Source: an optimization exercise on an open RTL-to-GDS flow (aim: small area, a short achievable clock period and few clock cycles). Production flows keep margins and buffers that such runs may drop.
Only simulation tests tie the RTL to the original design; equivalence was not proved.
The clock port is modelled as an ideal driver, which makes a skipped or thinned clock tree look cheaper than it is; a real chip needs a root buffer or a tree.
Power figures rest on the tool's default switching activity, not on a simulated workload.

v57:
// ep_bitacc
module ep_bitacc #(
    parameter ERR_W = 8
) (
    input  wire             clk,
    input  wire             rst,           
    input  wire             cmd_valid,
    output wire             cmd_ready,
    input  wire [39:0]      cmd_word,
    output wire             out_valid,
    output wire [7:0]       out_data,
    input  wire             out_ready,
    input  wire             out_err,
    input  wire [ERR_W-1:0] out_err_code,
    output wire             err_flag,
    output wire [ERR_W-1:0] err_code
);
    reg [31:0]      v;           
    reg [7:0]       pb;          
    reg [2:0]       pc;          
    reg [2:0]       pn;          
    reg [2:0]       f;           
    reg [4:0]       kh;          
    reg             first;       
    reg             busy;        
    reg [1:0]       z;           
    reg             err_flag_r;
    wire [1:0]  op    = cmd_word[39:38];
    wire        is_wr = (op == 2'b00);
    wire        is_tr = (op == 2'b10);
    wire [5:0]  w_eff = is_wr ? cmd_word[37:32] : {5'd0, is_tr};
  ...
export LEC_CHECK = 0
export ABC_CLOCK_PERIOD_IN_PS = 3500
export CAP_MARGIN = 20
export CORE_MARGIN = 2
export CORE_UTILIZATION = 40
export SETUP_SLACK_MARGIN = 1.4
export SLEW_MARGIN = 20
create_clock -name core_clock -period 5.5 [get_ports {clk}]
standard.sh (not shown) runs the stock make flow with config.mk's settings and CLKGATE_MAP_FILE= SYNTH_SCRIPT=/design/flow/synth_recipe.tcl, a recipe that flattens the netlist after the stock synthesis.
==> flow/flow/run.sh <==
#!/bin/bash
# Standard ORFS layout with two changes: plain buf_1 buffers on the ports
# instead of the delay cells buffer_ports picks by default, and a flat clock
# tree (flow/cts_flat.tcl: four clock buffers on the clock port, each
# driving a quadrant of the registers) in place of TritonCTS's H-tree.
set -euo pipefail
export BUFFER_PORTS_ARGS="-buffer_cell sky130_fd_sc_hd__buf_1"
export PRE_CTS_TCL="$PWD/flow/cts_flat.tcl"
bash standard.sh > standard.log 2>&1
Other scripts of this flow, unchanged in this note and not shown: flow/flow/cts_flat.tcl
v57 ended with every stage complete and zero timing, DRC or antenna violations.
Testbench counts of v57, summed over its fixed seeds: cycles 16,983.
diff inputs: v57 => v29
- a deleted ABC_CLOCK_PERIOD_IN_PS that had been 3500
- a change of CORE_UTILIZATION from 40 to 65
- a change of SETUP_SLACK_MARGIN from 1.4 to 1.2
### Flow results
Via count of the first global-routing pass sits lower in v29 than in v57. Diff v57 -> v29: final cell area excluding filler cells lower; number of hold buffers added after CTS roughly the same; instance count after placement with tap cells included lower; critical path depth lower. v57 ended up with kh[3] as its startpoint of the most critical setup path; v29 ended up with kh[2].
### v29 -> v32
- CORE_UTILIZATION: 65 -> 40
- SETUP_SLACK_MARGIN: 1.2 -> 1.4
Findings:
v32 vs v29, utilization went down by 27 points. Of v32 and v29, the run reporting the higher worst setup slack was v32. Compared v32 vs v29, and post-route clock period utilization is down in v32. When v32 is set beside v29, its first-iteration DRC count turns out to be 40% smaller. NOTE switching power summed over all nets v29->v32 increased by a few percent. Changes observed in v32 relative to v29: routed wire length now larger; total power after layout now larger; final instance area now larger.
No run of this note takes its clock network from TritonCTS; it comes from the design's own scripts or RTL.

========
Another version of the RTL of ep_bitacc (not shown whole).
Size: about 52 flip-flops, ~72 I/O pins, roughly 4400 µm² of cells after synthesis.
export LEC_CHECK = 0
export CAP_MARGIN = 20
export CORE_MARGIN = 2
export CORE_UTILIZATION = 60
export CTS_BUF_LIST = sky130_fd_sc_hd__clkbuf_8
export CTS_CLUSTER_SIZE = 30
export SETUP_SLACK_MARGIN = 2.6
export SLEW_MARGIN = 20
create_clock -name core_clock -period 5.5 [get_ports {clk}]
==> flow/flow/run.sh <==
#!/bin/bash
# Standard ORFS layout, with plain buffers on the ports instead of the
# delay-cell buffers that buffer_ports picks by default.
set -euo pipefail
export BUFFER_PORTS_ARGS="-buffer_cell sky130_fd_sc_hd__buf_2"
bash standard.sh > standard.log 2>&1
Testbench counts at the start, summed over its fixed seeds: cycles 16,983.
==> next run, changes <==
--- a/flow/config.mk
+++ b/flow/config.mk
@@ -9,6 +9,4 @@
 export CORE_MARGIN = 2
-export CORE_UTILIZATION = 60
-export CTS_BUF_LIST = sky130_fd_sc_hd__clkbuf_8
-export CTS_CLUSTER_SIZE = 30
-export SETUP_SLACK_MARGIN = 2.6
+export CORE_UTILIZATION = 40
+export SETUP_SLACK_MARGIN = 1.5
 export SLEW_MARGIN = 20
The new run completed with no timing, DRC or antenna violations.
Wire length falls by 11%.
Hold slack is worse by 0.021 ns.
Total power drops by 13%.
Clock power decreases by 21%.
Worst setup slack loses 0.44 ns.
Sequential cell count does not change.
Cell count shrinks by 0.62%.
==> next run, changes <==
--- a/flow/config.mk
+++ b/flow/config.mk
@@ -10,3 +10,2 @@
 export CORE_UTILIZATION = 40
-export SETUP_SLACK_MARGIN = 1.5
 export SLEW_MARGIN = 20
After rerunning: The changed run passed the timing, design-rule and antenna checks. Routed wire length stays the same. First-iteration DRC count is unchanged. Non-clock buffer count does not change. Die area is unchanged. Clock power stays flat. Total power stays the same. Cell area does not change. Setup slack stays the same. Clock-buffer cell count stays the same. Sequential share of layout area does not change. Global-route usage stays the same.

========
The RTL this note starts from:
==> flow/design.v <==
module ep_bitacc #(
    parameter ERR_W = 8
) (
    input  wire             clk,
    input  wire             rst,           
    input  wire             cmd_valid,
    output wire             cmd_ready,
    input  wire [39:0]      cmd_word,
    output wire             out_valid,
    output wire [7:0]       out_data,
    input  wire             out_ready,
    input  wire             out_err,
    input  wire [ERR_W-1:0] out_err_code,
    output wire             err_flag,
    output wire [ERR_W-1:0] err_code
);
    reg [31:0]      v;           
    reg [7:0]       pb;          
    reg [2:0]       pc;          
    reg [2:0]       pn;          
    reg [2:0]       f;           
    reg [4:0]       kh;          
    reg             first;       
    reg             busy;        
    reg [1:0]       z;           
    reg             err_flag_r;
    wire [1:0]  op    = cmd_word[39:38];
    wire        is_wr = (op == 2'b00);
    wire        is_tr = (op == 2'b10);
    wire [5:0]  w_eff = is_wr ? cmd_word[37:32] : {5'd0, is_tr};
    wire [5:0]  len   = {3'd0, pn} + w_eff;
    wire [5:0]  lm1   = len - 6'd1;
    wire        owes  = is_wr ? (len[5:3] != 3'd0) : (len != 6'd0);
    wire [46:0] vy = {8'd0, v, 7'd0};
    wire [14:0] win = ({15{kh[0]}} & vy[14:0])  | ({15{kh[1]}} & vy[22:8]) |
                      ({15{kh[2]}} & vy[30:16]) | ({15{kh[3]}} & vy[38:24]) |
                      ({15{kh[4]}} & vy[46:32]);
    wire [14:0] wf1 = f[2] ? win[14:4] : win[10:0];
    wire [14:0] wf2 = f[1] ? wf1[10:2] : wf1[8:0];
    wire [7:0]  ext = f[0] ? wf2[8:1]  : wf2[7:0];
    wire [7:0]  tm  = first ? ~(8'hFF >> pc) : 8'h00;
    wire [7:0]  byte_raw = (ext & ~tm) | (pb & tm);
    wire hi_zero = (byte_raw[7:2] == 6'd0);
    wire stuff   = z[1] & hi_zero;
    wire is_zero = hi_zero & (byte_raw[1:0] == 2'd0);
    wire last    = (pn != 3'd0) ? kh[1] : kh[0];
    wire accept  = !busy && cmd_valid && !err_flag_r;
    wire fail    = busy && out_ready && out_err;
    assign cmd_ready = !busy && !rst;
    assign out_valid = busy && !rst;
    assign out_data  = {byte_raw[7:2], byte_raw[1:0] | {2{stuff}}};
    assign err_flag  = err_flag_r;
    assign err_code  = pb;
    always @(posedge clk) begin
        if (accept) begin
            v     <= {cmd_word[31:1], cmd_word[0] | is_tr};
            pb    <= byte_raw;
            pc    <= pn;
            f     <= lm1[2:0];
            kh    <= 5'd1 << lm1[5:3];
            first <= 1'b1;
        end else if (fail) begin
            pb    <= out_err_code;
        end else if (busy && out_ready && !stuff) begin
            first <= 1'b0;
            kh    <= kh >> 1;
        end
    end
    always @(posedge clk) begin
        if (rst) begin
            busy       <= 1'b0;
            pn         <= 3'd0;
            z          <= 2'd0;
            err_flag_r <= 1'b0;
        end else if (busy) begin
            if (out_ready) begin
                if (out_err) begin
                    err_flag_r <= 1'b1;
                    busy       <= 1'b0;
                end else if (stuff) begin
                    z <= 2'd0;
                end else begin
                    z <= {z[0] & is_zero, is_zero};
                    if (last) busy <= 1'b0;
                end
            end
        end else if (accept) begin
            pn   <= is_wr ? len[2:0] : 3'd0;
            busy <= owes;
        end
    end
endmodule
==> flow/config.mk <==
export PLATFORM = sky130hd
export DESIGN_NAME = ep_bitacc
export DESIGN_NICKNAME = ep_bitacc
export VERILOG_FILES = /design/flow/design.v
export SDC_FILE = /design/flow/constraint.sdc
export NUM_CORES = 4
export LEC_CHECK = 0
export CAP_MARGIN = 20
export CORE_MARGIN = 2
export CORE_UTILIZATION = 40
export SLEW_MARGIN = 20
==> flow/constraint.sdc <==
create_clock -name core_clock -period 5.5 [get_ports {clk}]
set_input_delay 1.1000 -clock core_clock [delete_from_list [all_inputs] [get_ports {clk}]]
set_output_delay 1.1000 -clock core_clock [all_outputs]
set_load 0.01 [all_outputs]
==> flow/flow/run.sh <==
#!/bin/bash
# Standard ORFS layout, with plain buffers on the ports instead of the
# delay-cell buffers that buffer_ports picks by default.
set -euo pipefail
export BUFFER_PORTS_ARGS="-buffer_cell sky130_fd_sc_hd__buf_1"
bash standard.sh > standard.log 2>&1
Testbench counts at the start, summed over its fixed seeds: cycles 16,983.
Next try:
==> flow/flow/run.sh (replaced) <==
#!/bin/bash
# Standard ORFS layout, with plain buffers on the ports instead of the
# delay-cell buffers that buffer_ports picks by default.
set -euo pipefail
export BUFFER_PORTS_ARGS="-buffer_cell sky130_fd_sc_hd__buf_2"
bash standard.sh > standard.log 2>&1
- CORE_UTILIZATION: 40 -> 55
- CTS_CLUSTER_DIAMETER: not set -> 200
- CTS_CLUSTER_SIZE: not set -> 60
Final cell count came out lower by 6.6%.
Via count is higher by 2.1%.
Design area goes up by 2.3%.
Hold slack stays flat.
Next try:
- CTS_CLUSTER_DIAMETER: 200 -> not set
- CTS_CLUSTER_SIZE: 60 -> not set
- SETUP_SLACK_MARGIN: not set -> 1.0
Flip-flop and latch count is unchanged.
Global-route usage is unchanged.
Combinational power barely changes.
Clock skew is unchanged.
Core utilization does not change.
Final cell count stays the same.
Next try:
==> flow/flow/run.sh (replaced) <==
#!/bin/bash
# Standard ORFS layout, with plain buffers on the ports instead of the
# delay-cell buffers that buffer_ports picks by default.
set -euo pipefail
export BUFFER_PORTS_ARGS="-buffer_cell sky130_fd_sc_hd__buf_1"
bash standard.sh > standard.log 2>&1
- CORE_UTILIZATION: 55 -> 40
- SETUP_SLACK_MARGIN: 1.0 -> 1.4
=> Count of clock-buffer cells in the layout stays the same. Worst setup slack improved by 0.23 ns. Fmax is higher by 5.7%. Final area came out higher by about 3.3%. Final cell count rises by 12%. First-iteration DRC count decreases by 45%.
Next try:
==> flow/flow/run.sh (replaced) <==
#!/bin/bash
# Standard ORFS layout, with plain buffers on the ports instead of the
# delay-cell buffers that buffer_ports picks by default, and a flat clock
# tree (one level of clkbuf_16) for this small register count.
set -euo pipefail
export BUFFER_PORTS_ARGS="-buffer_cell sky130_fd_sc_hd__buf_1"
export CTS_ARGS="-sink_clustering_enable -repair_clock_nets -root_buf sky130_fd_sc_hd__clkbuf_16 -buf_list sky130_fd_sc_hd__clkbuf_16 -sink_clustering_size 64 -sink_clustering_max_diameter 1000"
bash standard.sh > standard.log 2>&1
=>
- wire length came out higher by about 1.1%
- power climbs by 13%
- final cell count barely changes
- worst setup slack improves by 0.15 ns
- sequential power hardly moves
- clock skew is about the same
Next try:
==> flow/flow/run.sh (replaced) <==
#!/bin/bash
# Standard ORFS layout, with plain buffers on the ports instead of the
# delay-cell buffers that buffer_ports picks by default.
set -euo pipefail
export BUFFER_PORTS_ARGS="-buffer_cell sky130_fd_sc_hd__buf_2"
bash standard.sh > standard.log 2>&1
- SETUP_SLACK_MARGIN: 1.4 -> not set
After rerunning: Power drops by 10%; die area is unchanged; clock-buffer cell count grows by 2; global-route usage drops by 0.55 points; core utilization decreases by 2.7 points; clock power drops by about 20%.

========
Setup of sierra:
// ep_bitacc: RTL as listed in full above, without the edits since
export LEC_CHECK = 0
export CAP_MARGIN = 20
export CORE_MARGIN = 2
export CORE_UTILIZATION = 40
export SETUP_SLACK_MARGIN = 1.8
export SLEW_MARGIN = 20
create_clock -name core_clock -period 5.5 [get_ports {clk}]
==> flow/flow/run.sh <==
#!/bin/bash
# Standard ORFS layout, with plain buffers on the ports instead of the
# delay-cell buffers that buffer_ports picks by default.
set -euo pipefail
export BUFFER_PORTS_ARGS="-buffer_cell sky130_fd_sc_hd__buf_1"
bash standard.sh > standard.log 2>&1
sierra: PASS, flow complete, no timing, DRC or antenna violations
Testbench counts of sierra, summed over its fixed seeds: cycles 16,983.
[inputs] lagoon vs sierra
--- a/flow/flow/run.sh
+++ b/flow/flow/run.sh
@@ -4,3 +4,3 @@
 set -euo pipefail
-export BUFFER_PORTS_ARGS="-buffer_cell sky130_fd_sc_hd__buf_1"
+export BUFFER_PORTS_ARGS="-buffer_cell sky130_fd_sc_hd__buf_2"
 bash standard.sh > standard.log 2>&1
--- a/flow/config.mk
+++ b/flow/config.mk
@@ -10,3 +10,3 @@
 export CORE_UTILIZATION = 40
-export SETUP_SLACK_MARGIN = 1.8
+export SETUP_SLACK_MARGIN = 2.0
 export SLEW_MARGIN = 20
Findings:
Compared with sierra, lagoon shows a lower critical path's largest stage delay.
In lagoon, the clock-buffer cell count came out 2 above the value in sierra.
For sierra, the launching element of the worst setup path was kh[2], unlike lagoon, where it was kh[1].
The slowest stage cell on the critical path comes out sky130_fd_sc_hd__mux4_2 in one run and sky130_fd_sc_hd__edfxtp_1 in the other, namely in lagoon and sierra respectively.
Going from sierra to lagoon, the maximum frequency was found to have gone up by about 1.4%.

========
## wip/tundra
RTL: the design.v shown in full above, as it stands there.
clock: 5.5 ns
lec_check: 0
cap_margin: 20
core_margin: 2
core_utilization: 40
setup_slack_margin: 1.0
slew_margin: 20
==> flow/flow/run.sh <==
#!/bin/bash
# Standard ORFS layout with two changes: plain buf_1 buffers on the ports
# instead of the delay cells buffer_ports picks by default, and a flat clock
# tree (flow/cts_flat.tcl: four clock buffers on the clock port, each
# driving a quadrant of the registers) in place of TritonCTS's H-tree.
set -euo pipefail
export BUFFER_PORTS_ARGS="-buffer_cell sky130_fd_sc_hd__buf_1"
export PRE_CTS_TCL="$PWD/flow/cts_flat.tcl"
bash standard.sh > standard.log 2>&1
==> flow/flow/cts_flat.tcl <==
# Clock tree for a small register count: the clock port's net feeds four
# clock buffers, one per quadrant of the registers (around their centroid),
# and each buffer drives the clock pins of its quadrant. Every register
# gets the clock through exactly one buffer, so there is no skew by design.
# Sourced as PRE_CTS_TCL: it replaces clock_tree_synthesis for this step.
proc my_flat_clock {nbuf cell} {
  set block [ord::get_db_block]
  set dbu [$block getDbUnitsPerMicron]
  set sinks {}
  set sx 0.0; set sy 0.0
  foreach it [[$block findNet clk] getITerms] {
    set bb [[$it getInst] getBBox]
    set x [expr {([$bb xMin] + [$bb xMax]) / 2.0 / $dbu}]
    set y [expr {([$bb yMin] + [$bb yMax]) / 2.0 / $dbu}]
    set name "[[$it getInst] getName]/[[$it getMTerm] getName]"
    lappend sinks [list $name $x $y]
    set sx [expr {$sx + $x}]; set sy [expr {$sy + $y}]
  }
  set n [llength $sinks]
  set cx [expr {$sx / $n}]; set cy [expr {$sy / $n}]
  set groups [dict create]
  foreach s $sinks {
    lassign $s name x y
    if {$nbuf == 2} {
      set q [expr {$x < $cx ? 0 : 1}]
    } else {
      set q [expr {($x < $cx ? 0 : 1) + ($y < $cy ? 0 : 2)}]
    }
    dict lappend groups $q $s
  }
  set i 0
  dict for {q members} $groups {
    set pins {}
    set gx 0.0; set gy 0.0
    foreach s $members {
      lassign $s name x y
      set pin [get_pins -quiet $name]
      if {[llength $pin] != 1} { error "clock pin $name not found" }
      lappend pins $pin
      set gx [expr {$gx + $x}]; set gy [expr {$gy + $y}]
    }
    set m [llength $members]
    insert_buffer -buffer_cell $cell -net clk -load_pins $pins \
      -location [list [expr {$gx / $m}] [expr {$gy / $m}]] \
      -buffer_name clkbuf_flat_$i -net_name clknet_flat_$i
    puts "clock buffer $i: $m sinks"
    incr i
  }
  # Keep the buffers: mark the clock nets as clock nets and the buffers and
  # nets as don't-touch, so that timing repair does not remove them.
  set cnet [$block findNet clk]
  $cnet setSigType CLOCK
  foreach it [$cnet getITerms] {
    set inst [$it getInst]
    if {![string match "clkbuf_flat_*" [$inst getName]]} { error "clock port still drives [$inst getName]" }
    $inst setDoNotTouch 1
    foreach oit [$inst getITerms] {
      set onet [$oit getNet]
      if {$onet ne "NULL" && [$oit isOutputSignal]} {
        $onet setSigType CLOCK
        $onet setDoNotTouch 1
      }
    }
  }
}

rename clock_tree_synthesis my_orig_clock_tree_synthesis
proc clock_tree_synthesis {args} {
  my_flat_clock 4 sky130_fd_sc_hd__clkbuf_8
}
Testbench counts of wip/tundra, summed over its fixed seeds: cycles 16,983.
Modified inputs, wip/cedar compared to wip/tundra
Settings: a change of SETUP_SLACK_MARGIN from 1.0 to 1.4; an added ABC_CLOCK_PERIOD_IN_PS of 8000.
--- a/flow/flow/cts_flat.tcl
+++ b/flow/flow/cts_flat.tcl
@@ -47,4 +47,6 @@
     incr i
   }
+  # Tie the new buffers' supply pins to VDD/VSS as the floorplan's rules do.
+  global_connect
   # Keep the buffers: mark the clock nets as clock nets and the buffers and
   # nets as don't-touch, so that timing repair does not remove them.
## What came out
Final cell area: wip/cedar above wip/tundra
Leakage power of the design: wip/cedar worse than wip/tundra
The synthesized cell count on wip/tundra is in line with that on wip/cedar.
wip/cedar -> wip/tundra: number of ordinary inverters in the final layout delta 0, exact match
Per the comparison of wip/cedar with wip/tundra, utilization shows an increase of 1.6 points, worst hold slack shows no meaningful change.
Proportion of power drawn by the clock network was lower in wip/cedar than in wip/tundra.
Diff wip/tundra..wip/cedar | routed length per placed instance | negligible
Fraction of area in multi-input gates ended up 1.2 points lower on wip/cedar than on wip/tundra.
Comparing wip/tundra and wip/cedar, top fanout value on the critical path is higher on wip/tundra.
--- input diff wip/cedar..wip/zinc ---
Settings: a deleted ABC_CLOCK_PERIOD_IN_PS that had been 8000; a change of SETUP_SLACK_MARGIN from 1.4 to 1.8.
--- a/flow/flow/cts_flat.tcl
+++ b/flow/flow/cts_flat.tcl
@@ -47,6 +47,4 @@
     incr i
   }
-  # Tie the new buffers' supply pins to VDD/VSS as the floorplan's rules do.
-  global_connect
   # Keep the buffers: mark the clock nets as clock nets and the buffers and
   # nets as don't-touch, so that timing repair does not remove them.
==> comparison <==
Relative to wip/cedar, the average via count per standard cell of wip/zinc is lower by about 1.2%. Routed wire length was higher in the run labelled wip/zinc. Final setup slack of the worst path on wip/zinc is ahead of wip/cedar. First-pass GRT wire length was higher in wip/zinc than in wip/cedar. Sort wip/cedar and wip/zinc by clock network power share desc -> top: wip/cedar. As far as number of hold violations in the final report goes, wip/cedar and wip/zinc are indistinguishable; the numbers are identical. As far as number of buffers added to fix hold violations after cts is concerned, wip/zinc and wip/cedar perform about the same. Max internal power across wip/cedar and wip/zinc: wip/zinc.
--- input diff wip/zinc..wip/umber ---
Settings: changing CORE_UTILIZATION from 40 to 65; changing SETUP_SLACK_MARGIN from 1.8 to 1.4.
--- a/flow/flow/cts_flat.tcl
+++ b/flow/flow/cts_flat.tcl
@@ -47,4 +47,6 @@
     incr i
   }
+  # Tie the new buffers' supply pins to VDD/VSS as the floorplan's rules do.
+  global_connect
   # Keep the buffers: mark the clock nets as clock nets and the buffers and
   # nets as don't-touch, so that timing repair does not remove them.
Notes after the runs:
wip/umber completed; timing, DRC and antenna clean. Taking wip/zinc as the reference, in wip/umber worst voltage drop across the vdd grid now larger; biggest fanout along the worst timing path now smaller; total die area now smaller; total leakage power now smaller; wire length of the first global-routing pass now smaller.
No run of this note takes its clock network from TritonCTS; it comes from the design's own scripts or RTL.

-- afterwards: timing with drivers on the ports --
How much do the figures lean on ideal ports? The routed layouts below were timed once more, with nothing changed but the port constraints.
Step 1 sets driving cells, clkbuf_16 on the clock port and buf_2 on the other inputs (assumed; they add their load-dependent delay and slew).
Step 2 also shifts input and output timing later by t, the mid clock arrival at the registers, as if the neighbouring blocks saw the same clock.
a / b / c = ideal / step 1 / step 2; a / b = the first two.
run | t, ns | setup WS [ns] | worst setup path after step 2
v57 | 0.210 | 1.588 / 1.525 / 1.605 | input to register
v29 | 0.207 | 1.383 / 1.321 / 1.528 | register to output
v32 | 0.210 | 1.588 / 1.525 / 1.605 | input to register
the first run of note 2 | 0.343 | 2.165 / 2.143 / 2.063 | input to register
the second run of note 2 | 0.332 | 1.722 / 1.735 / 1.403 | input to register
the third run of note 2 | 0.332 | 1.722 / 1.735 / 1.403 | input to register
the first run of note 3 | 0.374 | 1.173 / 1.143 / 1.517 | register to output
the second run of note 3 | 0.381 | 1.202 / 1.171 / 1.552 | register to output
the third run of note 3 | 0.381 | 1.202 / 1.171 / 1.552 | register to output
the fourth run of note 3 | 0.377 | 1.435 / 1.403 / 1.552 | input to register
the fifth run of note 3 | 0.367 | 1.580 / 1.547 / 1.550 | input to register
the sixth run of note 3 | 0.366 | 1.184 / 1.152 / 1.518 | register to output
sierra | 0.378 | 1.478 / 1.446 / 1.544 | register to register
lagoon | 0.377 | 1.532 / 1.500 / 1.876 | register to output
wip/tundra | 0.209 | 1.368 / 1.305 / 1.514 | register to output
wip/cedar | 0.210 | 1.588 / 1.525 / 1.605 | input to register
wip/zinc | 0.209 | 1.633 / 1.571 / 1.780 | register to output
wip/umber | 0.207 | 1.518 / 1.454 / 1.609 | input to register
After both steps every run listed still meets setup and hold.
